Context: an optimization exercise on an open-source flow, tuned for small area, a short achievable clock period and few clock cycles per item. The choices shown serve that exercise and are no tape-out recipe.
The RTL was checked by simulation tests, not by an equivalence proof against the original design.
Power and IR drop assume default switching activity.

$ cat flow/design.v
module chi_md5 (
    input  wire         clk,
    input  wire         rst,           
    input  wire         in_valid,
    output wire         in_ready,
    input  wire         in_first,
    input  wire [511:0] in_block,      
    output reg          out_valid,
    output wire [127:0] out_digest     
);
    localparam [31:0] IV_A = 32'h67452301;
    localparam [31:0] IV_B = 32'hefcdab89;
    localparam [31:0] IV_C = 32'h98badcfe;
    localparam [31:0] IV_D = 32'h10325476;
    localparam [2047:0] K_TAB = {
        32'heb86d391, 32'h2ad7d2bb, 32'hbd3af235, 32'hf7537e82,
        32'h4e0811a1, 32'ha3014314, 32'hfe2ce6e0, 32'h6fa87e4f,
        32'h85845dd1, 32'hffeff47d, 32'h8f0ccc92, 32'h655b59c3,
        32'hfc93a039, 32'hab9423a7, 32'h432aff97, 32'hf4292244,
        32'hc4ac5665, 32'h1fa27cf8, 32'he6db99e5, 32'hd9d4d039,
        32'h04881d05, 32'hd4ef3085, 32'heaa127fa, 32'h289b7ec6,
        32'hbebfbc70, 32'hf6bb4b60, 32'h4bdecfa9, 32'ha4beea44,
        32'hfde5380c, 32'h6d9d6122, 32'h8771f681, 32'hfffa3942,
        32'h8d2a4c8a, 32'h676f02d9, 32'hfcefa3f8, 32'ha9e3e905,
        32'h455a14ed, 32'hf4d50d87, 32'hc33707d6, 32'h21e1cde6,
        32'he7d3fbc8, 32'hd8a1e681, 32'h02441453, 32'hd62f105d,
        32'he9b6c7aa, 32'h265e5a51, 32'hc040b340, 32'hf61e2562,
        32'h49b40821, 32'ha679438e, 32'hfd987193, 32'h6b901122,
        32'h895cd7be, 32'hffff5bb1, 32'h8b44f7af, 32'h698098d8,
        32'hfd469501, 32'ha8304613, 32'h4787c62a, 32'hf57c0faf,
        32'hc1bdceee, 32'h242070db, 32'he8c7b756, 32'hd76aa478
    };
    localparam [31:0] RI_TAB = 32'h56e801bf;
    localparam [255:0] G_TAB = 256'h92b4d6f81a3c5e702fc9630da741eb85c72d83e94fa50b61fedcba9876543210;
    reg  [31:0] b, c, d;           
    reg  [31:0] fu, fv;            
    reg  [31:0] q0, q1, q2, q3;    
    reg  [31:0] t;                 
    reg  [31:0] mw;                
    reg  [31:0] kv;                
    reg  [5:0]  cnt;               
    reg  [1:0]  ri;                
    reg  [1:0]  rv;                
    reg         run;               
    reg         rdy;               
    reg         fin;               
    reg         pend;              
    reg         fst;               
    reg         fcur;              
    reg  [3:0]  ivs;               
    reg         ivc;               
    assign out_digest = {q1, q2, q3, q0};
    assign in_ready   = rdy;                     
    wire start = pend && !run;                   
    wire run_nx  = !rst && (run ? (cnt != 6'd0) : start);
    wire fin_nx  = !rst && run && (cnt == 6'd0);
    wire fcur_nx = (!run && start) ? fst : fcur;
    wire [5:0] cnt_nx = run ? ((cnt == 6'd0) ? 6'd0 : cnt + 6'd1) : (start ? 6'd1 : cnt);
    reg  [15:0] gh;                                
    wire        gx = run && (cnt != 6'd0);
    wire [15:0] gsel = ({16{gx}} & gh) | {14'd0, !run && start, !gx && !(!run && start)};
    reg  [31:0] mw_nx;
    integer j;
    always @(*) begin
        mw_nx = 32'd0;
        for (j = 0; j < 16; j = j + 1)
            mw_nx = mw_nx | (in_block[32*j +: 32] & {32{gsel[j]}});
    end
    wire [5:0] cnt_nx1 = cnt_nx + 6'd1;
    wire [31:0] asrc  = run ? d : (fst ? IV_A : (fin ? q1 : q0));
    wire [31:0] t_nx  = asrc + kv + mw;
    wire [31:0] f   = (b & fu) | (~b & fv);
    wire [31:0] sum = f + t;
    reg  [31:0] r1, r2;
    always @(*) begin
        case (ri)
            2'd0:    r1 = {sum[27:0], sum[31:28]};
            2'd1:    r1 = {sum[26:0], sum[31:27]};
            2'd2:    r1 = {sum[25:0], sum[31:26]};
            default: r1 = {sum[24:0], sum[31:25]};
        endcase
        case (rv)
            2'd0:    r2 = r1;
            2'd1:    r2 = {r1[26:0], r1[31:27]};
            2'd2:    r2 = {r1[21:0], r1[31:22]};
            default: r2 = {r1[15:0], r1[31:16]};
        endcase
    end
    wire [31:0] x = b + r2;
    wire        tail = fin || (run && (cnt == 6'd62 || cnt == 6'd63 || cnt == 6'd0));
    wire [31:0] ivw  = ({32{ivs[0]}} & IV_A) | ({32{ivs[1]}} & IV_D)
                     | ({32{ivs[2]}} & IV_C) | ({32{ivs[3]}} & IV_B);
    wire [31:0] hop  = fcur ? ivw : q0;
    wire [31:0] hsum = hop + b;
    wire        ld_iv = start && fst;
    wire [31:0] b_nx  = run ? x : (ld_iv ? IV_B : (fin ? hsum : q3));
    wire [31:0] c_nx  = run ? b : (ld_iv ? IV_C : (fin ? q3 : c));
    wire [31:0] d_nx  = run ? c : (ld_iv ? IV_D : (fin ? q2 : d));
    reg  [31:0] fu_nx, fv_nx;
    always @(*) begin
        case (cnt[5:4])
            2'd0:    begin fu_nx = c_nx;            fv_nx = d_nx;            end   
            2'd1:    begin fu_nx = c_nx | d_nx;     fv_nx = c_nx & ~d_nx;    end   
            2'd2:    begin fu_nx = ~(c_nx ^ d_nx);  fv_nx = c_nx ^ d_nx;     end   
            default: begin fu_nx = ~c_nx;           fv_nx = ~(c_nx ^ d_nx);  end   
        endcase
    end
    always @(posedge clk) begin
        ri   <= RI_TAB[{cnt[5:4], cnt[1:0], 1'b0} +: 2];
        rv   <= cnt[1:0];
        t    <= t_nx;
        cnt  <= rst ? 6'd0 : cnt_nx;
        mw   <= mw_nx;
        kv   <= K_TAB[{cnt_nx, 5'b00000} +: 32];
        ivs  <= {4{fcur_nx}} & {fin_nx, run_nx && (cnt_nx == 6'd0), run_nx && (cnt_nx == 6'd63), run_nx && (cnt_nx == 6'd62)};
        gh   <= 16'd1 << G_TAB[{cnt_nx1, 2'b00} +: 4];
        c    <= c_nx;
        d    <= d_nx;
        fu   <= fu_nx;
        fv   <= fv_nx;
        if (tail) begin
            q0 <= q1;  q1 <= q2;  q2 <= q3;  q3 <= hsum;
        end
        b    <= b_nx;
        if (rst) begin
            run       <= 1'b0;
            fin       <= 1'b0;
            pend      <= 1'b0;
            out_valid <= 1'b0;
            rdy       <= 1'b0;
            ivc       <= 1'b1;
        end else begin
            out_valid <= fin;
            rdy       <= run && (cnt == 6'd61);
            fin       <= run && (cnt == 6'd0);
            if (run) begin
                if (cnt == 6'd0) run <= 1'b0;
            end else if (start) begin
                run  <= 1'b1;
                pend <= 1'b0;
                fcur <= fst;
            end
            if (in_valid && !pend && (run ? (cnt == 6'd0) : !start)) begin
                pend <= 1'b1;
                fst  <= in_first || ivc;
                ivc  <= 1'b0;
            end
        end
    end
endmodule
$ cat flow/flow/run.sh
#!/bin/bash
set -euo pipefail
export BUFFER_PORTS_ARGS="-buffer_cell sky130_fd_sc_hd__buf_1"
export SETUP_SLACK_MARGIN=9
bash standard.sh > standard.log 2>&1
$ cat flow/standard.sh
#!/bin/bash
# synth_recipe.tcl (not shown) runs the flow's synth.tcl, then flattens the netlist and writes it again
# the make line also repeats each setting of config.mk as NAME=value (left out here)
make -C /OpenROAD-flow-scripts/flow DESIGN_CONFIG=/design/flow/config.mk WORK_HOME=/design/flow/orfs CLKGATE_MAP_FILE= SYNTH_SCRIPT=/design/flow/synth_recipe.tcl "${@:-finish}"
$ cat flow/config.mk
export PLATFORM = sky130hd
export DESIGN_NAME = chi_md5
export DESIGN_NICKNAME = chi_md5
export VERILOG_FILES = /design/flow/design.v
export SDC_FILE = /design/flow/constraint.sdc
export NUM_CORES = 4
export LEC_CHECK = 0
export ABC_AREA = 1
export CAP_MARGIN = 20
export CORE_MARGIN = 2
export CORE_UTILIZATION = 40
export SLEW_MARGIN = 20
export TNS_END_PERCENT = 5
$ cat flow/constraint.sdc
create_clock -name core_clock -period 13.0 [get_ports {clk}]
set_input_delay 2.6000 -clock core_clock [delete_from_list [all_inputs] [get_ports {clk}]]
set_output_delay 2.6000 -clock core_clock [all_outputs]
set_load 0.01 [all_outputs]
==> results of run 1 <==
final timing paths:
path / end / slack [ns] / cells past startpoint
max reg2reg: b[23]$_DFF_P_ / 8.11 / 33
min reg2reg: ivc$_SDFFE_PP1P_ / 0.46 / 2
max: b[23]$_DFF_P_ / 8.11 / 33
min: ivc$_SDFFE_PP1P_ / 0.46 / 2
repair_timing:
item / 4_1_cts / 5_1_grt
setup buffers: 55 / 36
hold buffers: 0 / 0
pin swaps: 65 / 87
setup endpoints to repair: 139 / 138
hold endpoints to repair: 0 / 0
gates resized for setup: 299 / 158
tightest hold or removal path: cells and delay by family, from the launching register on:
| kind | cells | cell delay [ns] |
|---|---|---|
| flops | 1 | 0.33 |
| simple gates | 2 | 0.10 |
routing by layer:
metal	global-route usage	vias up	share of wire
met5	0	-	0.00058
met4	0.242	16	0.068
met3	0.126	435	0.12
met2	0.632	2342	0.41
met1	0.580	17675	0.40
li1	-	16456	-
kinds of logic after synthesis:
| kind of cell | synth area share |
|---|---|
| XOR/XNOR | 0.0288 |
| AO/OA/AOI/OAI | 0.193 |
| flip-flops | 0.312 |
| multiplexers | 0.0118 |
| buffers and inverters | 0.0820 |
| adder cells (fa/ha/maj) | 0.109 |
| AND/OR/NAND/NOR | 0.263 |
cell type report:
class	count	area [µm²]
timing repair buffer	794	3580
tap	1040	1300
sequential	422	9860
fill	8092	38500
clock inverter	28	195
clock buffer	67	1410
inverter	486	1840
antenna	18	45.0
multi-input combinational	3380	20600
synth_stat cells, types with 61 or more instances:
| library cell | count | share of area |
|---|---|---|
| nand2_1 | 1288 | 0.15 |
| o21ai_0 | 278 | 0.045 |
| dfxtp_1 | 292 | 0.19 |
| nand3_1 | 145 | 0.023 |
| ha_1 | 216 | 0.087 |
| o2111ai_1 | 61 | 0.017 |
| a21oi_1 | 348 | 0.056 |
| nand4_1 | 123 | 0.025 |
| inv_1 | 475 | 0.057 |
| xor2_1 | 64 | 0.018 |
| clkbuf_1 | 152 | 0.018 |
| edfxtp_1 | 130 | 0.13 |
| nor2_1 | 366 | 0.044 |
per-stage QoR:
stage / hold WS, ns / area, µm² / instances / setup WS (ns)
after global routing: 0.464 / 38900 / 6225 / 7.92
after floorplan: 0.409 / 31200 / 4477 / 8.37
after CTS: 0.453 / 38000 / 6181 / 8.21
after global placement: 0.428 / 34700 / 6031 / 7.00
after detailed placement: 0.439 / 34700 / 6031 / 6.90
final: 0.460 / 38900 / 6235 / 8.11
power by group through the flow:
stage               sequential, µW  combinational, µW  clock [µW]
floorplan                     1850               3770           0
global placement              1990               5540           0
detailed placement            1990               5510           0
CTS                           1990               6600        1410
global route                  2020               8150        1460
finish                        2010               7620        1400
==> impl_metrics.json, run 1 <==
{
  "die-area_um2": 80300,
  "antenna_found_initial": 33,
  "cp-startpoint": "fu[13]$_DFF_P_",
  "grt_pass1_vias": 34129,
  "syn_inst": 4477,
  "htreeDepth": 2,
  "setup_tns_ns": 0,
  "status": "no timing/DRC/antenna violations",
  "routedWlPerCell_um": 29.4,
  "crit_fanout": 4,
  "synth_nets": 5244,
  "drc": 0,
  "path_class": "reg -> reg",
  "p_clk_frac": 0.127,
  "crit_slowest_cell": "dfxtp_1",
  "start_kind": "register",
  "cp.required_ns": 13.49,
  "skew_ns": 0.0293,
  "layout_commonest_cell": "nand2_1",
  "final_cell_mix": "nand2_1, buf_1, inv_1",
  "gr-total-overflow": 0,
  "min_path_type": "reg -> reg",
  "portBuffers": 645,
  "area_delta_synth_final_pct": 24.6,
  "insertion_delay_ns": 0.62,
  "yosysWarnings": 1,
  "path_delay_family": "simple AND/OR/NAND/NOR gates",
  "wl_um": 183000,
  "slew_violations": 0,
  "groute.usage.overall": 0.436,
  "clk_pin_slew_worst_paths_ns": 0.06,
  "drt-initial-drc-count": 4999,
  "power_frac_seq": 0.182,
  "design.core.area_um2": 77300,
  "r2r-start": "fu[13]$_DFF_P_",
  "worst_pin_slew_ns": 1.15,
  "rsz0062_at_grt": "true",
  "cp_num_buf_inv": 3,
  "synth.distinct_cells": 60,
  "end_kind": "register",
  "cts.sinks": 422,
  "row_count": 102,
  "powerDensity_nw_per_um2": 284,
  "cts_buffers": 51,
  "max-vdd-ir-drop_v": 0.000229,
  "ys_seq_area_frac": 0.312,
  "setup_viol": 0,
  "p_int_uw": 5350,
  "nets": 5902,
  "min_period_ns": 4.89,
  "syn_area_per_cell_um2": 6.97,
  "cp.arrival_ns": 5.38,
  "drtPass1Iterations": 9,
  "utilization": 0.503,
  "viasPerCell": 5.92,
  "synth_edf_count": 130,
  "switching_power_uw": 5690,
  "tritoncts": "done",
  "dr_total_vias": 36924,
  "p_leak_uw": 0.0166,
  "place.gp.congestion": 1.06,
  "synthFlopType": "dfxtp_1",
  "grt_max_degree": 80,
  "max_slew_margin": 0.232,
  "cpPeakStageDelay_ns": 0.38,
  "hp-start": "ivc$_SDFFE_PP1P_",
  "cts_max_path_buffers": 3,
  "root_buffer": "clkbuf_16",
  "drive_gt1_frac": 0.121,
  "combPwrFrac": 0.691,
  "chipHeight_um": 283,
  "hpwlAfterDp_um": 146000,
  "p_total_uw": 11000,
  "maxCapViolCount": 0,
  "grt_pass1_wl_um": 253000,
  "drtAntennaViolNets": 0,
  "netlist_area_um2": 31200,
  "die_w_um": 283,
  "synth-async-reset-ratio": 0,
  "synth_seq_cells": 422,
  "ioPinCount": 646,
  "fmaxAchievable_ghz": 0.205,
  "hold_violations": 0,
  "fin_crit_sh": 0.376,
  "initial_core_util": 0.404,
  "crit_top_cell": "nand2_1",
  "netSwitchingFraction": 0.515
}
Testbench counts, summed over its fixed seeds: cycles 219,066, blocks 3,370.
==> inputs of run 2 (changes only) <==
==> flow/flow/run.sh (replaced) <==
#!/bin/bash
set -euo pipefail
export BUFFER_PORTS_ARGS="-buffer_cell sky130_fd_sc_hd__buf_1"
export SETUP_SLACK_MARGIN=7
bash standard.sh > standard.log 2>&1
==> run 2 against run 1 <==
Against the previous run: register-to-register slack worse by 0.92 ns; maximum frequency is 16% lower; highest routed layer unchanged; synthesized cell count is the same; critical path type unchanged; still clean on timing, DRC and antenna; first-iteration DRC count fell by 6.7%; final cell count down 1.3%.
==> impl_metrics.json, run 2 <==
{
  "status": "no timing/DRC/antenna violations",
  "worst_slack_ns": 7.20,
  "cts_buffers": 49,
  "worst_pin_slew_ns": 1.29,
  "drt-initial-drc-count": 4665,
  "cts_hold_buffers": 0,
  "cp.arrival_ns": 6.33,
  "final_cell_mix": "nand2_1, buf_1, inv_1",
  "r2r_slack_ns": 7.20,
  "gr-total-overflow": 0,
  "p_leak_uw": 0.0158,
  "grt_pass1_vias": 33694,
  "p_total_uw": 9320,
  "maxCapViolCount": 0,
  "dr_total_vias": 36122,
  "switching_power_uw": 4870,
  "tritoncts": "done",
  "crit_fanout": 5,
  "netSwitchingFraction": 0.523,
  "cts_setup_buffers": 0,
  "crit_slowest_cell": "o2111ai_1",
  "max_slew_margin": 0.137,
  "slew_violations": 0,
  "fmaxAchievable_ghz": 0.172,
  "skew_ns": 0.0354,
  "layout_commonest_cell": "nand2_1",
  "yosysWarnings": 1,
  "wl_um": 181000,
  "synth_seq_cells": 422,
  "area_delta_synth_final_pct": 17.5,
  "ys_seq_area_frac": 0.312,
  "design.core.area_um2": 77300,
  "htreeDepth": 2,
  "reg2reg_depth": 31,
  "nets": 5810,
  "insertion_delay_ns": 0.64,
  "synthFlopType": "dfxtp_1",
  "die-area_um2": 80300,
  "clk_pin_slew_worst_paths_ns": 0.06,
  "p_clk_frac": 0.167,
  "setup_tns_ns": 0,
  "cp.required_ns": 13.52,
  "portBuffers": 645,
  "power_frac_seq": 0.214,
  "drtAntennaViolNets": 0,
  "viasPerCell": 5.87,
  "root_buffer": "clkbuf_16",
  "antenna_found_initial": 43,
  "syn_area_per_cell_um2": 6.97,
  "drtPass1Iterations": 7,
  "fin_crit_sh": 0.446,
  "synth.distinct_cells": 60,
  "ioPinCount": 646,
  "synth_top_area_cell": "dfxtp_1",
  "hold_violations": 0,
  "min_path_type": "reg -> reg",
  "hp-start": "ivc$_SDFFE_PP1P_",
  "r2r_end": "b[31]$_DFF_P_",
  "synth_edf_count": 130,
  "grt_pass1_wl_um": 251000,
  "initial_core_util": 0.404,
  "die_w_um": 283,
  "yosysMostFrequentCell": "nand2_1",
  "drc": 0,
  "synth-async-reset-ratio": 0,
  "powerDensity_nw_per_um2": 254,
  "yosysTopAreaCellShare": 0.187,
  "end_kind": "register",
  "synth_nets": 5244,
  "path_delay_family": "compound AO/OA/AOI/OAI gates",
  "cts.sinks": 422,
  "grt_max_degree": 104,
  "chipHeight_um": 283,
  "crit_top_cell": "nand2_1",
  "place.gp.congestion": 1.08,
  "cp_num_buf_inv": 5,
  "groute.usage.overall": 0.434,
  "rsz0062_at_grt": "true",
  "combPwrFrac": 0.619,
  "synth_common_cells": "nand2_1, inv_1, nor2_1",
  "row_count": 102,
  "hpwlAfterDp_um": 147000,
  "start_kind": "register",
  "min_path_cells": 2,
  "cts_max_path_buffers": 3,
  "max-vdd-ir-drop_v": 0.000205,
  "syn_inst": 4477,
  "r2r-start": "b[0]$_DFF_P_",
  "pre_cts_ws_ns": 6.95,
  "drive_gt1_frac": 0.0517,
  "path_class": "reg -> reg",
  "synthTopCellsByArea": "dfxtp_1, nand2_1, edfxtp_1, ha_1, inv_1",
  "netlist_area_um2": 31200,
  "routedWlPerCell_um": 29.4,
  "cpPeakStageDelay_ns": 0.47,
  "setup_viol": 0,
  "hold_path_end": "ivc$_SDFFE_PP1P_",
  "min_period_ns": 5.80,
  "p_int_uw": 4450
}
run 2: cell types whose count changed in the layout (fill, tap and decap cells not counted), sizes merged:
cell	before	now
clkinv	25	15
diode	18	32
clkinvlp	6	3
inv	482	486
buf	794	704
clkbuf	67	63
bufinv	1	10
run 2: worst max path at each step:
stage	start	end	slack [ns]	cells after the start
6_report	b[0]$_DFF_P_	b[31]$_DFF_P_	7.20	31
5_1_grt	b[0]$_DFF_P_	b[23]$_DFF_P_	6.87	31
4_1_cts	b[16]$_DFF_P_	b[30]$_DFF_P_	7.02	29
3_5_place_dp	b[0]$_DFF_P_	b[30]$_DFF_P_	6.95	31
3_3_place_gp	b[0]$_DFF_P_	b[31]$_DFF_P_	6.96	29
2_1_floorplan	run$_SDFF_PP0_	q0[0]$_DFFE_PP_	8.33	6
run 2: final cells by class:
cell class                      instances  area (µm²)
Fill cell                            8256       40700
Multi-Input combinational cell       3380       19000
Sequential cell                       422        9760
Timing Repair Buffer                  704        2890
Inverter                              486        1830
Clock buffer                           63        1320
Tap cell                             1040        1300
Clock inverter                         28         452
Antenna cell                           32        80.1
run 2: worst min-delay path: cells and delay by family, from the launching register on:
family / cells / cell delay [ns]
DFF: 1 / 0.32
and+or+nand+nor: 2 / 0.10
run 2: layer usage:
| metal | vias up | GRT usage | part of all wire | wire length (µm) |
|---|---|---|---|---|
| li1 | 16294 | - | - | - |
| met1 | 17153 | 0.574 | 0.40 | 73100 |
| met2 | 2261 | 0.610 | 0.40 | 72200 |
| met3 | 396 | 0.149 | 0.13 | 22700 |
| met4 | 18 | 0.252 | 0.071 | 12800 |
| met5 | - | 0 | 0.00062 | 113 |
run 2: power by group through the flow:
stage	Sequential, µW	Clock (µW)	Combinational [µW]
3_3_place_gp	2010	0	5580
5_1_grt	2010	1610	6320
6_report	2000	1550	5770
2_1_floorplan	1850	0	3770
3_5_place_dp	2010	0	5520
4_1_cts	1980	1570	5560
run 2: through the flow:
step | cell area (µm²) | cells | utilization | hold slack (ns)
floorplan | 31200 | 4477 | - | 0.409
global placement | 34800 | 6032 | 0.450 | 0.424
detailed placement | 34800 | 6032 | 0.450 | 0.436
CTS | 36500 | 6123 | 0.472 | 0.451
global route | 36600 | 6137 | 0.474 | 0.478
finish | 36700 | 6155 | 0.474 | 0.452
run 2: logic make-up after synthesis:
logic type	after synthesis	share of synthesized area
DFF	422	0.312
xor gates and xnor gates	100	0.0288
buffers and inverters	675	0.0820
AOI/OAI and AO/OA	998	0.193
muxes	33	0.0118
adders and majority gates	251	0.109
and+or+nand+nor	1998	0.263
run 2: timing repair:
| action | in CTS | in global routing |
|---|---|---|
| pin swaps | 0 | 1 |
| setup endpoints to repair | 6 | 18 |
| cloned | 0 | 0 |
| resized for setup | 2 | 17 |
==> inputs of run 3 (changes only) <==
==> flow/flow/run.sh (replaced) <==
#!/bin/bash
set -euo pipefail
export BUFFER_PORTS_ARGS="-buffer_cell sky130_fd_sc_hd__buf_1"
export SETUP_SLACK_MARGIN=8
bash standard.sh > standard.log 2>&1
==> run 3 against run 2 <==
Against the previous run: cell area rose by 3.8%; area after synthesis did not move; clock power is essentially flat; final cell count rose by 0.39%; clock skew is 0.0048 ns lower; sequential cell count did not move; combinational power increased by 16%; still clean on timing, DRC and antenna.
==> impl_metrics.json, run 3 <==
{
  "drtPass1Iterations": 7,
  "synth_edf_count": 130,
  "place.gp.congestion": 1.08,
  "max-vdd-ir-drop_v": 0.000221,
  "cts_hold_buffers": 0,
  "layout_commonest_cell": "nand2_1",
  "hp-start": "ivc$_SDFFE_PP1P_",
  "netlist_area_um2": 31200,
  "rsz0062_at_grt": "true",
  "slew_violations": 0,
  "final_cell_mix": "nand2_1, buf_1, inv_1",
  "syn_area_per_cell_um2": 6.97,
  "min_path_type": "reg -> reg",
  "ys_seq_area_frac": 0.312,
  "nFillCells": 8124,
  "cp.arrival_ns": 5.36,
  "synth_common_cells": "nand2_1, inv_1, nor2_1",
  "synth_seq_cells": 422,
  "p_total_uw": 10300,
  "max_slew_margin": 0.171,
  "fin_crit_sh": 0.385,
  "htreeDepth": 2,
  "drive_gt1_frac": 0.0929,
  "skew_ns": 0.0306,
  "maxCapViolCount": 0,
  "dr_total_vias": 36612,
  "synth_top_area_cell": "dfxtp_1",
  "chipHeight_um": 283,
  "clk_pin_slew_worst_paths_ns": 0.07,
  "syn_inst": 4477,
  "synthFlopType": "dfxtp_1",
  "wl_um": 183000,
  "hold_path_end": "ivc$_SDFFE_PP1P_",
  "seqCellArea_um2": 9830,
  "drtAntennaViolNets": 0,
  "cts.sinks": 422,
  "p_leak_uw": 0.0162,
  "crit_fanout": 17,
  "area_delta_synth_final_pct": 21.9,
  "path_class": "reg -> reg",
  "die-area_um2": 80300,
  "nets": 5841,
  "ioPinCount": 646,
  "groute.usage.overall": 0.436,
  "synth-async-reset-ratio": 0,
  "multi_input_area_um2": 20100,
  "viasPerCell": 5.93,
  "die_w_um": 283,
  "r2r-start": "cnt[1]$_SDFF_PP0_",
  "worst_pin_slew_ns": 1.24,
  "hold_violations": 0,
  "drt-initial-drc-count": 4738,
  "r2r_end": "kv[2]$_DFF_P_",
  "powerDensity_nw_per_um2": 270,
  "antenna_found_initial": 41,
  "portBuffers": 645,
  "gr-total-overflow": 0,
  "grt_max_degree": 104,
  "cts_max_path_buffers": 3,
  "design.core.area_um2": 77300,
  "setup_viol": 0,
  "setup_tns_ns": 0,
  "min_path_cells": 2,
  "root_buffer": "clkbuf_16",
  "initial_core_util": 0.404,
  "hpwlAfterDp_um": 147000,
  "synth_nets": 5244,
  "stdcell_count": 6179,
  "yosysWarnings": 1,
  "min_period_ns": 5.01,
  "status": "no timing/DRC/antenna violations",
  "end_kind": "register",
  "yosysMostFrequentCell": "nand2_1",
  "row_count": 102,
  "synth.distinct_cells": 60,
  "grt_pass1_wl_um": 252000,
  "yosysTopAreaCellShare": 0.187,
  "reg2reg_depth": 11,
  "tritoncts": "done",
  "cp.required_ns": 13.35,
  "placed_cells": 6032,
  "fmaxAchievable_ghz": 0.200,
  "synthTopCellsByArea": "dfxtp_1, nand2_1, edfxtp_1, ha_1, inv_1",
  "cts_buffers": 49,
  "grt_pass1_vias": 33926,
  "start_kind": "register",
  "r2r_slack_ns": 7.99,
  "routedWlPerCell_um": 29.6,
  "insertion_delay_ns": 0.63,
  "drc": 0
}
## run 3: worst max path at each step
stage | start | slack, ns | to | depth (start not counted)
after global placement | b[0]$_DFF_P_ | 6.96 | b[31]$_DFF_P_ | 29
final | cnt[1]$_SDFF_PP0_ | 7.99 | kv[2]$_DFF_P_ | 11
after global routing | b[1]$_DFF_P_ | 7.85 | b[26]$_DFF_P_ | 30
after floorplan | run$_SDFF_PP0_ | 8.33 | q0[0]$_DFFE_PP_ | 6
after CTS | b[1]$_DFF_P_ | 7.84 | b[30]$_DFF_P_ | 34
after detailed placement | b[0]$_DFF_P_ | 6.95 | b[30]$_DFF_P_ | 31
## run 3: timing repair
action                     CTS  global route
pin swaps                    9            41
hold endpoints to repair     0             0
resized for setup          119           187
setup buffers               10            20
setup endpoints to repair   42            39
## run 3: final cells by class
class / instances / share of cell area
Antenna cell: 25 / 0.00164
Inverter: 486 / 0.0483
Multi-Input combinational cell: 3380 / 0.528
Sequential cell: 422 / 0.258
Timing Repair Buffer: 735 / 0.0829
Clock buffer: 63 / 0.0346
Clock inverter: 28 / 0.0119
Tap cell: 1040 / 0.0342
## run 3: where the power goes
part	leakage (µW)	switching [µW]	internal (µW)	total (µW)
Combinational	0.0117	4320	2380	6690
Sequential	0.00363	329	1710	2040
Clock	0.000858	637	923	1560
Total	0.0162	5280	5010	10300
## run 3: stage by stage
stage | cell area, µm² | hold WS (ns) | worst slack (ns) | util
after floorplan | 31200 | 0.409 | 8.33 | -
after global placement | 34800 | 0.424 | 6.96 | 0.450
after detailed placement | 34800 | 0.436 | 6.95 | 0.450
after CTS | 37000 | 0.451 | 7.84 | 0.479
after global routing | 38000 | 0.478 | 7.85 | 0.492
final | 38100 | 0.454 | 7.99 | 0.492
## run 3: worst max-delay path, cell delays in order, from the launching register on
cell      delay [ns]
dfxtp_1         0.60
inv_1           0.19
ha_1            0.28
nand3_4         0.12
nand2_4         0.24
o21ai_4         0.65
inv_1           0.51
ha_1            0.45
inv_1           0.29
nor2_1          0.21
o311ai_0        0.70
o211ai_1        0.48
## run 3: layer usage
| layer | vias up | global-route usage | part of all wire |
|---|---|---|---|
| li1 | 16356 | - | - |
| met1 | 17486 | 0.573 | 0.40 |
| met2 | 2300 | 0.612 | 0.40 |
| met3 | 452 | 0.153 | 0.13 |
| met4 | 18 | 0.256 | 0.074 |
| met5 | - | 0 | 0.00068 |
## run 3: cell families after synthesis
group / share of synthesized area
buffers and inverters: 0.0820
and+or+nand+nor: 0.263
AOI/OAI and AO/OA: 0.193
adders and majority gates: 0.109
DFF: 0.312
muxes: 0.0118
xor gates and xnor gates: 0.0288
==> inputs of run 4 (changes only) <==
==> flow/flow/run.sh (replaced) <==
#!/bin/bash
set -euo pipefail
export BUFFER_PORTS_ARGS="-buffer_cell sky130_fd_sc_hd__buf_1"
export SETUP_SLACK_MARGIN=8.5
bash standard.sh > standard.log 2>&1
--- a/flow/config.mk
+++ b/flow/config.mk
@@ -9,5 +9,5 @@
 export CAP_MARGIN = 20
 export CORE_MARGIN = 2
-export CORE_UTILIZATION = 40
+export CORE_UTILIZATION = 50
 export SLEW_MARGIN = 20
 export TNS_END_PERCENT = 5
==> run 4 against run 3 <==
Against the previous run: clock skew grew 0.011 ns; global-route usage up 9.0 points; combinational power increased by 23%; hold slack lost 0.0015 ns; utilization increased by 14 points; sequential cell count unchanged; count of clock-buffer cells in the layout up 1; sequential share of layout area down 0.57 points; total power is 12% higher; cell area increased by 2.5%; via count is 7.6% higher; critical path type unchanged.
==> impl_metrics.json, run 4 <==
{
  "status": "no timing/DRC/antenna violations",
  "place.gp.congestion": 1.21,
  "yosysWarnings": 1,
  "seqCellArea_um2": 9860,
  "portBuffers": 645,
  "dr_total_vias": 39405,
  "max_slew_margin": 0.111,
  "path_delay_family": "compound AO/OA/AOI/OAI gates",
  "synth_nets": 5244,
  "rsz0062_at_grt": "true",
  "r2r_slack_ns": 7.85,
  "skew_ns": 0.0417,
  "ys_seq_area_frac": 0.312,
  "cts_max_path_buffers": 3,
  "grt_pass1_vias": 35968,
  "critPathCapture": "b[24]$_DFF_P_",
  "layout_commonest_cell": "nand2_1",
  "setup_tns_ns": 0,
  "reg2reg_depth": 28,
  "maxCapViolCount": 0,
  "yosysMostFrequentCell": "nand2_1",
  "synthTopCellsByArea": "dfxtp_1, nand2_1, edfxtp_1, ha_1, inv_1",
  "drt-initial-drc-count": 7417,
  "synth-async-reset-ratio": 0,
  "antenna_found_initial": 23,
  "fmaxAchievable_ghz": 0.194,
  "cp.arrival_ns": 5.64,
  "clk_pin_slew_worst_paths_ns": 0.07,
  "cpPeakStageDelay_ns": 0.60,
  "chipHeight_um": 254,
  "min_period_ns": 5.15,
  "routedWlPerCell_um": 29.9,
  "wl_um": 180000,
  "drive_gt1_frac": 0.128,
  "root_buffer": "clkbuf_16",
  "die_w_um": 254,
  "area_delta_synth_final_pct": 25.0,
  "row_count": 91,
  "slew_violations": 0,
  "nets": 5908,
  "cts.sinks": 422,
  "max-vdd-ir-drop_v": 0.000229,
  "path_class": "reg -> reg",
  "synth_edf_count": 130,
  "viasPerCell": 6.52,
  "synth_seq_cells": 422,
  "crit_slowest_cell": "ha_2",
  "cp-startpoint": "b[7]$_DFF_P_",
  "crit_fanout": 5,
  "tritoncts": "done",
  "grt_max_degree": 129,
  "end_kind": "register",
  "synth_common_cells": "nand2_1, inv_1, nor2_1",
  "r2r_end": "b[24]$_DFF_P_",
  "gr-total-overflow": 0,
  "syn_area_per_cell_um2": 6.97,
  "yosysTopAreaCellShare": 0.187,
  "worst_pin_slew_ns": 1.32,
  "utilization": 0.632,
  "r2r-start": "b[7]$_DFF_P_",
  "syn_inst": 4477,
  "powerDensity_nw_per_um2": 296,
  "drc": 0,
  "drtPass1Iterations": 21,
  "drtAntennaViolNets": 0,
  "htreeDepth": 2,
  "netlist_area_um2": 31200,
  "die-area_um2": 64400,
  "hpwlAfterDp_um": 130000,
  "final_cell_mix": "nand2_1, buf_1, inv_1",
  "hold_violations": 0,
  "cts_buffers": 45,
  "cts_hold_buffers": 0,
  "min_path_type": "reg -> reg",
  "nFillCells": 5235,
  "cp.required_ns": 13.49,
  "design.core.area_um2": 61700,
  "multi_input_area_um2": 21000,
  "grt_pass1_wl_um": 243000,
  "setup_viol": 0,
  "cp_num_buf_inv": 5,
  "groute.usage.overall": 0.525,
  "min_path_cells": 2,
  "insertion_delay_ns": 0.63,
  "initial_core_util": 0.506,
  "hold_slack_ns": 0.452,
  "synth_top_area_cell": "dfxtp_1",
  "synth.distinct_cells": 60,
  "synthFlopType": "dfxtp_1",
  "start_kind": "register",
  "p_leak_uw": 0.0166,
  "ioPinCount": 646,
  "cp.depth": 28,
  "fin_crit_sh": 0.396
}
## run 4: logic make-up after synthesis
family,Yosys count,share of synthesized area
flip-flops,422,0.312
XOR/XNOR,100,0.0288
multiplexers,33,0.0118
buffers and inverters,675,0.0820
AND/OR/NAND/NOR,1998,0.263
adder cells (fa/ha/maj),251,0.109
AO/OA/AOI/OAI,998,0.193
## run 4: worst reg2reg max path, delay by kind of cell, from the launching register on
kind / cells / cell delay, ns
compound gates: 8 / 1.38
xor+xnor: 1 / 0.18
fa+ha+maj: 2 / 0.89
buf+inv: 5 / 0.52
flops: 1 / 0.36
mux: 1 / 0.34
simple gates: 11 / 1.34
## run 4: how the worst min path moves through the flow
stage | slack (ns) | to | start
floorplan | 0.41 | rv[1]$_DFF_P_ | cnt[1]$_SDFF_PP0_
global placement | 0.42 | ivc$_SDFFE_PP1P_ | ivc$_SDFFE_PP1P_
detailed placement | 0.44 | ivc$_SDFFE_PP1P_ | ivc$_SDFFE_PP1P_
CTS | 0.45 | ivc$_SDFFE_PP1P_ | ivc$_SDFFE_PP1P_
global route | 0.48 | ivc$_SDFFE_PP1P_ | ivc$_SDFFE_PP1P_
finish | 0.45 | ivc$_SDFFE_PP1P_ | ivc$_SDFFE_PP1P_
## run 4: layer usage
metal	vias up	global-route usage	wire length, µm	part of all wire
met2	3774	0.758	72000	0.40
li1	16476	-	-	-
met4	16	0.451	21100	0.12
met3	1315	0.260	28600	0.16
met1	17824	0.569	58100	0.32
met5	-	0.0394	506	0.0028
## run 4: repair_timing
action	CTS	global route
pin swaps	41	111
buffers inserted	33	70
endpoints found under the setup margin	71	72
gates cloned	2	0
endpoints found under the hold margin	0	0
resized for setup	240	288
## run 4: where the power goes
group	switching, µW	internal, µW
registers	294	1720
clock network	588	735
logic	5100	3110
## run 4: metrics by stage
stage          area [µm²]  setup WS [ns]  power [µW]  std cells
2_1_floorplan       31200           8.37        5620       4477
3_3_place_gp        34500           7.32        7230       5824
3_5_place_dp        34500           7.17        7290       5824
4_1_cts             37100           8.25        9380       5943
5_1_grt             39000           7.75       11900       6022
6_report            39000           7.85       11500       6043
## run 4: area by class of cell
cell class,count,area share
clock buffer,64,0.0328
timing repair buffer,804,0.0955
inverter,486,0.0472
sequential,422,0.253
clock inverter,20,0.00536
tap,837,0.0268
multi-input combinational,3382,0.538
antenna,28,0.00180
==> inputs of run 5 (changes only) <==
--- a/flow/config.mk
+++ b/flow/config.mk
@@ -9,5 +9,5 @@
 export CAP_MARGIN = 20
 export CORE_MARGIN = 2
-export CORE_UTILIZATION = 50
+export CORE_UTILIZATION = 45
 export SLEW_MARGIN = 20
 export TNS_END_PERCENT = 5
==> run 5 against run 4 <==
Against the previous run: utilization decreased by 5.5 points; clock power increased by 9%; maximum frequency increased by 4.6%; still clean on timing, DRC and antenna; via count decreased by 1.6%; first-iteration DRC count decreased by 15%; cell area increased by 1.5%; final cell count increased by 2.1%; register-to-register slack improved by 0.23 ns; area after synthesis unchanged.
==> impl_metrics.json, run 5 <==
{
  "status": "no timing/DRC/antenna violations",
  "synthTopCellsByArea": "dfxtp_1, nand2_1, edfxtp_1, ha_1, inv_1",
  "max_slew_margin": 0.0649,
  "start_kind": "register",
  "fmaxAchievable_ghz": 0.203,
  "design.core.area_um2": 68600,
  "maxCapViolCount": 0,
  "area_delta_synth_final_pct": 26.9,
  "synth_seq_cells": 422,
  "drt-initial-drc-count": 6285,
  "yosysMostFrequentCell": "nand2_1",
  "grt_pass1_wl_um": 257000,
  "htreeDepth": 2,
  "hpwlAfterDp_um": 145000,
  "crit_fanout": 32,
  "synthFlopType": "dfxtp_1",
  "grt_pass1_vias": 35837,
  "place.gp.congestion": 1.12,
  "cts.sinks": 422,
  "cts_hold_buffers": 0,
  "netlist_area_um2": 31200,
  "insertion_delay_ns": 0.62,
  "ioPinCount": 646,
  "yosysTopAreaCellShare": 0.187,
  "rsz0062_at_grt": "true",
  "drtAntennaViolNets": 0,
  "synth_nets": 5244,
  "drc": 0,
  "skew_ns": 0.0184,
  "final_cell_mix": "nand2_1, buf_1, inv_1",
  "die-area_um2": 71500,
  "ys_seq_area_frac": 0.312,
  "min_period_ns": 4.92,
  "syn_area_per_cell_um2": 6.97,
  "routedWlPerCell_um": 30.9,
  "drive_gt1_frac": 0.140,
  "nFillCells": 6562,
  "path_class": "reg -> reg",
  "tritoncts": "done",
  "synth_common_cells": "nand2_1, inv_1, nor2_1",
  "nets": 5937,
  "cp.required_ns": 13.38,
  "worst_pin_slew_ns": 1.40,
  "clk_pin_slew_worst_paths_ns": 0.07,
  "synth-async-reset-ratio": 0,
  "layout_commonest_cell": "nand2_1",
  "fin_crit_sh": 0.379,
  "antenna_found_initial": 44,
  "cts_buffers": 47,
  "syn_inst": 4477,
  "end_kind": "register",
  "root_buffer": "clkbuf_16",
  "hold_slack_ns": 0.460,
  "viasPerCell": 6.28,
  "die_w_um": 267,
  "synth_edf_count": 130,
  "hold_violations": 0,
  "wl_um": 191000,
  "gr-total-overflow": 0,
  "yosysWarnings": 1,
  "p_total_uw": 11700,
  "groute.usage.overall": 0.509,
  "setup_viol": 0,
  "p_leak_uw": 0.0169,
  "drtPass1Iterations": 8,
  "powerDensity_nw_per_um2": 295,
  "cts_max_path_buffers": 3,
  "grt_max_degree": 129,
  "cp.arrival_ns": 5.31,
  "synth.distinct_cells": 60,
  "max-vdd-ir-drop_v": 0.000213,
  "portBuffers": 645,
  "initial_core_util": 0.455,
  "synth_top_area_cell": "dfxtp_1",
  "min_path_type": "reg -> reg",
  "chipHeight_um": 267,
  "row_count": 96,
  "setup_tns_ns": 0,
  "dr_total_vias": 38778,
  "slew_violations": 0
}
run 5: cell counts after synthesis:
Identical to the previous run, type by type.
run 5: critical path, stage by stage, from the launching register on:
cell,delay [ns]
dfxtp_1,0.68
inv_1,0.18
ha_1,0.28
nand3_4,0.11
nand2_4,0.22
nor2_1,0.27
nor2_4,0.04
buf_4,0.31
nand2_1,0.13
nand4_1,0.17
a21oi_1,0.15
nand4_1,0.25
a21oi_1,0.28
nand4_1,0.14
a21oi_1,1.08
nand4_1,0.32
run 5: logic make-up after synthesis:
logic type | after synthesis | share of synthesized area
AO/OA/AOI/OAI | 998 | 0.193
XOR/XNOR | 100 | 0.0288
adder cells (fa/ha/maj) | 251 | 0.109
buffers and inverters | 675 | 0.0820
flip-flops | 422 | 0.312
multiplexers | 33 | 0.0118
AND/OR/NAND/NOR | 1998 | 0.263
run 5: repair_timing:
item	in CTS	in global routing
endpoints found under the setup margin	75	119
resized for setup	357	199
setup buffers	82	47
pin swaps	96	129
gates cloned	0	3
run 5: worst paths after layout:
| path | start | endpoint | slack, ns | cells past startpoint |
|---|---|---|---|---|
| max reg2reg | cnt[0]$_SDFF_PP0_ | mw[26]$_DFF_P_ | 8.08 | 15 |
| max | cnt[0]$_SDFF_PP0_ | mw[26]$_DFF_P_ | 8.08 | 15 |
| min reg2reg | ivc$_SDFFE_PP1P_ | ivc$_SDFFE_PP1P_ | 0.46 | 2 |
| min | ivc$_SDFFE_PP1P_ | ivc$_SDFFE_PP1P_ | 0.46 | 2 |
run 5: layer usage:
metal | vias up | share of wire | global-route usage
met5 | - | 0.00049 | 0.0111
met4 | 14 | 0.11 | 0.455
met3 | 925 | 0.15 | 0.237
met2 | 3186 | 0.40 | 0.711
met1 | 18100 | 0.34 | 0.576
li1 | 16553 | - | -
run 5: final cells by class:
type / count / area (µm²) / share of cell area
timing repair buffer: 831 / 3930 / 0.0992
clock buffer: 66 / 1400 / 0.0354
antenna: 31 / 77.6 / 0.00196
clock inverter: 22 / 238 / 0.00600
tap: 931 / 1160 / 0.0294
inverter: 486 / 1840 / 0.0465
sequential: 422 / 9860 / 0.249
multi-input combinational: 3382 / 21100 / 0.533
run 5: through the flow:
| step | util | instances | setup WS (ns) | area (µm²) |
|---|---|---|---|---|
| floorplan | - | 4477 | 8.37 | 31200 |
| global placement | 0.504 | 5919 | 7.36 | 34600 |
| detailed placement | 0.504 | 5920 | 7.11 | 34600 |
| CTS | 0.559 | 6090 | 8.15 | 38400 |
| global route | 0.577 | 6152 | 8.02 | 39600 |
| finish | 0.577 | 6171 | 8.08 | 39600 |
run 5: power by group:
group | internal, µW | switching (µW) | leakage (µW) | total (µW)
combinational | 3250 | 4990 | 0.0124 | 8240
sequential | 1720 | 303 | 0.00364 | 2020
clock | 817 | 622 | 0.000810 | 1440
total | 5790 | 5910 | 0.0169 | 11700
==> inputs of run 6 (changes only) <==
--- a/flow/config.mk
+++ b/flow/config.mk
@@ -9,5 +9,5 @@
 export CAP_MARGIN = 20
 export CORE_MARGIN = 2
-export CORE_UTILIZATION = 45
+export CORE_UTILIZATION = 40
 export SLEW_MARGIN = 20
 export TNS_END_PERCENT = 5
==> run 6 against run 5 <==
Against the previous run: sequential power barely moved; utilization fell by 7.6 points; die area up 12%; synthesized cell count unchanged; clock skew grew 0.0061 ns; clock power about the same; setup slack gained 0.038 ns; critical path type unchanged; largest cell class unchanged; highest routed layer unchanged.
==> impl_metrics.json, run 6 <==
{
  "status": "no timing/DRC/antenna violations",
  "htreeDepth": 2,
  "final_cell_mix": "nand2_1, buf_1, inv_1",
  "row_count": 102,
  "die_w_um": 283,
  "drive_gt1_frac": 0.119,
  "syn_area_per_cell_um2": 6.97,
  "crit_fanout": 4,
  "path_class": "reg -> reg",
  "crit_top_cell": "nand2_1",
  "synth_top_family_by_area": "simple AND/OR/NAND/NOR gates",
  "hpwlAfterDp_um": 146000,
  "netlist_area_um2": 31200,
  "viasPerCell": 5.92,
  "cts.sinks": 422,
  "grt_pass1_wl_um": 253000,
  "setup_viol": 0,
  "initial_core_util": 0.404,
  "ys_seq_area_frac": 0.312,
  "nets": 5899,
  "synth_seq_cells": 422,
  "yosys.area_share.simple": 0.263,
  "min_path_type": "reg -> reg",
  "drc": 0,
  "cpPeakStageDelay_ns": 0.41,
  "ioPinCount": 646,
  "dr_total_vias": 36893,
  "drtPass1Iterations": 6,
  "syn_inst": 4477,
  "groute.usage.overall": 0.436,
  "yosysTopAreaCellShare": 0.187,
  "cp.required_ns": 13.53,
  "min_period_ns": 4.88,
  "antenna_found_initial": 34,
  "drtAntennaViolNets": 0,
  "wl_um": 183000,
  "synth_nets": 5244,
  "yosysWarnings": 1,
  "maxCapViolCount": 0,
  "synth_top_area_cell": "dfxtp_1",
  "hold_violations": 0,
  "max-vdd-ir-drop_v": 0.000222,
  "worst_pin_slew_ns": 1.14,
  "synth_edf_count": 130,
  "powerDensity_nw_per_um2": 283,
  "area_delta_synth_final_pct": 24.3,
  "setup_tns_ns": 0,
  "die-area_um2": 80300,
  "placed_area_um2": 34700,
  "synth_compound_area_frac": 0.193,
  "synthFlopType": "dfxtp_1",
  "yosysMostFrequentCell": "nand2_1",
  "routedWlPerCell_um": 29.4,
  "cts_buffers": 51,
  "slew_violations": 0,
  "rsz0062_at_grt": "true",
  "clk_pin_slew_worst_paths_ns": 0.06,
  "synthXorXnorAreaFrac": 0.0288,
  "synth.area.mux_share": 0.0118,
  "portBuffers": 645,
  "crit_slowest_cell": "dfxtp_4",
  "grt_max_degree": 80,
  "gr-total-overflow": 0,
  "end_kind": "register",
  "cp.arrival_ns": 5.41,
  "fin_crit_sh": 0.376,
  "fmaxAchievable_ghz": 0.205,
  "hold_slack_ns": 0.460,
  "skew_ns": 0.0245,
  "cts_max_path_buffers": 3,
  "chipHeight_um": 283,
  "grt_pass1_vias": 34154,
  "synth-async-reset-ratio": 0,
  "start_kind": "register",
  "drt-initial-drc-count": 5133,
  "design.core.area_um2": 77300,
  "place.gp.congestion": 1.06,
  "insertion_delay_ns": 0.62,
  "final_cell_area_um2": 38800,
  "layout_commonest_cell": "nand2_1",
  "max_slew_margin": 0.239,
  "tritoncts": "done",
  "synthAdderAreaFrac": 0.109,
  "synthTopCellsByArea": "dfxtp_1, nand2_1, edfxtp_1, ha_1, inv_1",
  "p_leak_uw": 0.0165,
  "synth_common_cells": "nand2_1, inv_1, nor2_1",
  "synth.distinct_cells": 60,
  "root_buffer": "clkbuf_16",
  "cts_hold_buffers": 0
}
-- run 6: cell counts after synthesis --
Identical to the previous run, type by type.
-- run 6: kinds of logic (layout without fill, tap and decap cells) --
family,count (synthesis),in the layout
simple gates,1998,1998
fa+ha+maj,251,251
xor+xnor,100,100
mux,33,33
flops,422,422
compound gates,998,998
other cells,0,20
buf+inv,675,1372
-- run 6: worst max-delay path, delay by kind of cell, from the launching register on --
family,cells,cell delay (ns)
AND/OR/NAND/NOR,17,1.95
AO/OA/AOI/OAI,6,0.97
buffers and inverters,4,0.45
multiplexers,1,0.36
flip-flops,1,0.41
adder cells (fa/ha/maj),2,0.70
-- run 6: final cells by class --
cell class	count	area [µm²]
multi-input combinational	3380	20600
fill	8103	38500
sequential	422	9860
inverter	486	1840
antenna	20	50.0
clock inverter	28	195
timing repair buffer	791	3550
tap	1040	1300
clock buffer	67	1410
-- run 6: where the power goes --
part / total [µW] / internal (µW) / switching (µW)
Combinational: 7570 / 2830 / 4740
Sequential: 2010 / 1720 / 291
Clock: 1410 / 783 / 625
-- run 6: path summary, 6_finish.rpt --
path | start | end | slack, ns | cells after the start
setup / recovery | b[14]$_DFF_P_ | b[29]$_DFF_P_ | 8.12 | 30
hold reg to reg | ivc$_SDFFE_PP1P_ | ivc$_SDFFE_PP1P_ | 0.46 | 2
hold / removal | ivc$_SDFFE_PP1P_ | ivc$_SDFFE_PP1P_ | 0.46 | 2
setup reg to reg | b[14]$_DFF_P_ | b[29]$_DFF_P_ | 8.12 | 30
-- run 6: repair_timing --
item | CTS | global route
pin swaps | 65 | 83
gates resized for setup | 296 | 147
buffers inserted | 55 | 33
endpoints found under the setup margin | 89 | 54
-- run 6: layer usage --
metal	GRT usage	wire length (µm)	up-vias
li1	-	-	16446
met1	0.580	73400	17613
met2	0.632	74800	2365
met3	0.126	22000	451
met4	0.242	12900	18
met5	0	115	-
-- run 6: per-stage QoR --
step | worst slack (ns) | utilization | total power [µW] | cells
floorplan | 8.37 | - | 5620 | 4477
global placement | 7.00 | 0.449 | 7540 | 6031
detailed placement | 6.90 | 0.449 | 7510 | 6031
CTS | 8.21 | 0.491 | 9990 | 6181
global route | 7.93 | 0.501 | 11600 | 6222
finish | 8.12 | 0.502 | 11000 | 6234

==> what the ideal ports hide <==
In the flow no input, the clock included, has a driving cell. The finished layouts below were timed again as built, in two steps.
Step 1: set_driving_cell puts a clkbuf_16 on clk and a buf_2 on each other input, an assumption about the parent block.
Step 2 adds t to the input delays and takes it off the output delays; t is the mean of the earliest and latest rising clock arrival at the registers after step 1. Input paths then give back, and output paths get back, about the clock's delay inside the block.
Three values: ideal, step 1, step 2; two values: the first two.
run | shift t [ns] | setup WS [ns] | worst register clock-pin slew, ns
run 1 | 0.677 | 8.114 / 8.114 / 7.756 | 0.07 / 0.07
run 2 | 0.684 | 7.197 / 7.197 / 7.197 | 0.07 / 0.07
run 3 | 0.684 | 7.992 / 7.992 / 7.574 | 0.07 / 0.07
run 4 | 0.689 | 7.850 / 7.850 / 7.850 | 0.07 / 0.07
run 5 | 0.679 | 8.078 / 8.078 / 7.493 | 0.07 / 0.07
run 6 | 0.676 | 8.116 / 8.116 / 7.785 | 0.07 / 0.07
After both steps setup and hold are still met in every run listed. For run 5, which loses most, drivers alone change the setup slack by 0.000 ns; drivers and shift together by -0.585 ns.
